What follows belongs to an exercise in optimizing a design on an open flow for a short achievable clock period and few clock cycles per item; a production flow would make more cautious choices. Function was checked by simulation only, so behaviour that the tests miss may differ from the original. Power figures rest on the tool's default switching activity, not on a simulated workload.

## job 1898
// u2v2_framer
module u2v2_framer (
    input  wire        clk,
    input  wire        rst,           
    input  wire        rd_req,
    input  wire        rd_cancel,
    output wire        busy,
    output wire        out_valid,
    output wire [63:0] out_payload,
    output wire        in_ready,
    input  wire        in_valid,
    input  wire [7:0]  in_data
);
export LEC_CHECK = 0
export ABC_CLOCK_PERIOD_IN_PS = 3500
export CAP_MARGIN = 20
export CORE_MARGIN = 2
export CORE_UTILIZATION = 50
export PLACE_DENSITY = 0.65
export SETUP_SLACK_MARGIN = 5
export SLEW_MARGIN = 20
create_clock -name core_clock -period 9.0 [get_ports {clk}]
standard.sh (not shown) runs the stock make flow with config.mk's settings and CLKGATE_MAP_FILE= SYNTH_SCRIPT=/design/flow/synth_recipe.tcl, a recipe that flattens the netlist after the stock synthesis.
==> flow/flow/run.sh <==
#!/bin/bash
# Standard ORFS layout (the standard.sh, standard synthesis unchanged) with a
# stricter timing-repair target, free cell resizing, and a post-floorplan hook
# (remap.tcl) that gives the in_ready port a gate of its own.
# Clock, SDC and all constraints are the design's.
set -euo pipefail
here="$(cd "$(dirname "$0")" && pwd)"
bash standard.sh SETUP_SLACK_MARGIN="${MARGIN:-5.6}" MATCH_CELL_FOOTPRINT=0 \
  POST_FLOORPLAN_TCL="$here/remap.tcl" finish > standard_make.log 2>&1
==> flow/flow/remap.tcl <==
# Post-floorplan hook: give the in_ready port a gate of its own,
#   in_ready = rdy_q & ~rd_cancel
# so that the gate drives only the port's buffer; the synthesized gate keeps
# driving the internal logic. Same function, one extra cell.
set block [ord::get_db_block]

set ir [$block findNet in_ready]
set drivers {}
foreach it [$ir getITerms] {
  if {[$it isOutputSignal]} { lappend drivers $it }
}
if {[llength $drivers] != 1} { error "in_ready has [llength $drivers] drivers" }
set drv [lindex $drivers 0]
set drv_inst [$drv getInst]
# move the internal loads of in_ready to a net of their own
set inner [odb::dbNet_create $block ir_inner]
foreach it [$ir getITerms] {
  if {$it != $drv} { $it disconnect; $it connect $inner }
}
$drv disconnect
$drv connect $inner

set m [[ord::get_db] findMaster sky130_fd_sc_hd__nor2b_4]
set inst [odb::dbInst_create $block $m ir_gate]
[$inst findITerm A] connect [$block findNet rd_cancel]
[$inst findITerm B_N] connect [$block findNet rdy_q]
[$inst findITerm Y] connect $ir
puts "remap: in_ready gate split"
Job 1898 finished every step from synthesis to the final layout, and the layout passed the timing, DRC and antenna checks.
Testbench counts of job 1898, summed over its fixed seeds: cycles 17,366, items 960.
The following lists how job 7522 was set up differently from job 1898:
==> flow/run.sh (new file) <==
#!/bin/bash
# synth_recipe.tcl (not shown) runs the flow's synth.tcl, then flattens the netlist and writes it again
# the make line also repeats each setting of config.mk as NAME=value (left out here)
make -C /OpenROAD-flow-scripts/flow DESIGN_CONFIG=/design/flow/config.mk WORK_HOME=/design/flow/orfs CLKGATE_MAP_FILE= SYNTH_SCRIPT=/design/flow/synth_recipe.tcl finish
removed: flow/flow/run.sh
removed: flow/flow/remap.tcl
removed: flow/standard.sh
Results
Between job 1898 and job 7522, the sequential share of layout area does not differ in any meaningful way.
Going from job 1898 to job 7522, clock share of power increased by 2.0 points relative to the old numbers, final period demand of the worst path increased by 0.11 ns relative to the old numbers, power spent charging and discharging nets increased by 2.1 uW relative to the old numbers.
Measured against each other, job 1898 and job 7522 differ in number of vias after detailed routing, the higher figure coming from job 7522.
Per the comparison of job 7522 with job 1898, routed metal-1 wire length increased 320 um; layout net count essentially unchanged; portion of the clock cycle consumed by the worst path in the final layout went up 1.2 points; fraction of registers with async set or reset after synthesis ~0 delta; smallest setup slack after layout decreased by 0.11 ns relative to the old numbers.
Library cell contributing the largest single delay on the critical path: sky130_fd_sc_hd__clkbuf_2 -> job 7522, sky130_fd_sc_hd__buf_8 -> job 1898
Against job 1898, job 7522 comes in 4.1% higher on wire length.
Inputs modified between job 7522 and job 2273:
==> flow/flow/run.sh (new file) <==
#!/bin/bash
# Standard ORFS layout (the standard.sh, standard synthesis unchanged) with a
# stricter timing-repair target and free cell resizing. Clock, SDC and all
# constraints are the design's; only how hard repair_timing works changes.
set -euo pipefail
bash standard.sh SETUP_SLACK_MARGIN="${MARGIN:-5.6}" MATCH_CELL_FOOTPRINT=0 finish > standard_make.log 2>&1
==> flow/standard.sh (new file) <==
#!/bin/bash
# synth_recipe.tcl (not shown) runs the flow's synth.tcl, then flattens the netlist and writes it again
# the make line also repeats each setting of config.mk as NAME=value (left out here)
make -C /OpenROAD-flow-scripts/flow DESIGN_CONFIG=/design/flow/config.mk WORK_HOME=/design/flow/orfs CLKGATE_MAP_FILE= SYNTH_SCRIPT=/design/flow/synth_recipe.tcl "${@:-finish}"
removed: flow/run.sh
--- outcome ---
Compared with job 7522, job 2273 supports a higher clock frequency.
Comparing job 2273 and job 7522, the lower hold slack is on job 7522.
Non-clock buffer count is higher on job 2273
| final wirelength | job 2273 vs job 7522 | about 0.6% lower |
Job 2273 vs job 7522 on post-CTS setup repair buffer count: job 2273 is the higher one.
The higher final design area excluding fillers of job 2273 and job 7522 is in job 2273.

-- afterwards: timing with drivers on the ports --
In the flow no input, the clock included, has a driving cell. The finished layouts below were timed again as built, in two steps. Step 1, drivers: a clkbuf_16 drives clk and a buf_2 each remaining input, both assumed. Step 2 adds t to the input delays and takes it off the output delays; t is the mean of the earliest and latest rising clock arrival at the registers after step 1. Input paths then give back, and output paths get back, about the clock's delay inside the block. Slacks: ideal / step 1 / step 2; pairs: ideal / step 1.
run	t (ns)	setup slack, ns	latest minus earliest clock arrival (ns)	slew at the worst register clock pin (ns)
job 1898	0.461	5.103 / 5.062 / 5.062	0.009 / 0.009	0.07 / 0.07
job 7522	0.460	4.994 / 4.969 / 4.700	0.009 / 0.009	0.07 / 0.07
job 2273	0.465	5.088 / 5.049 / 5.049	0.008 / 0.008	0.07 / 0.07
After both steps every run listed still meets setup and hold. For job 7522, which loses most, drivers alone change the setup slack by -0.025 ns; drivers and shift together by -0.294 ns.
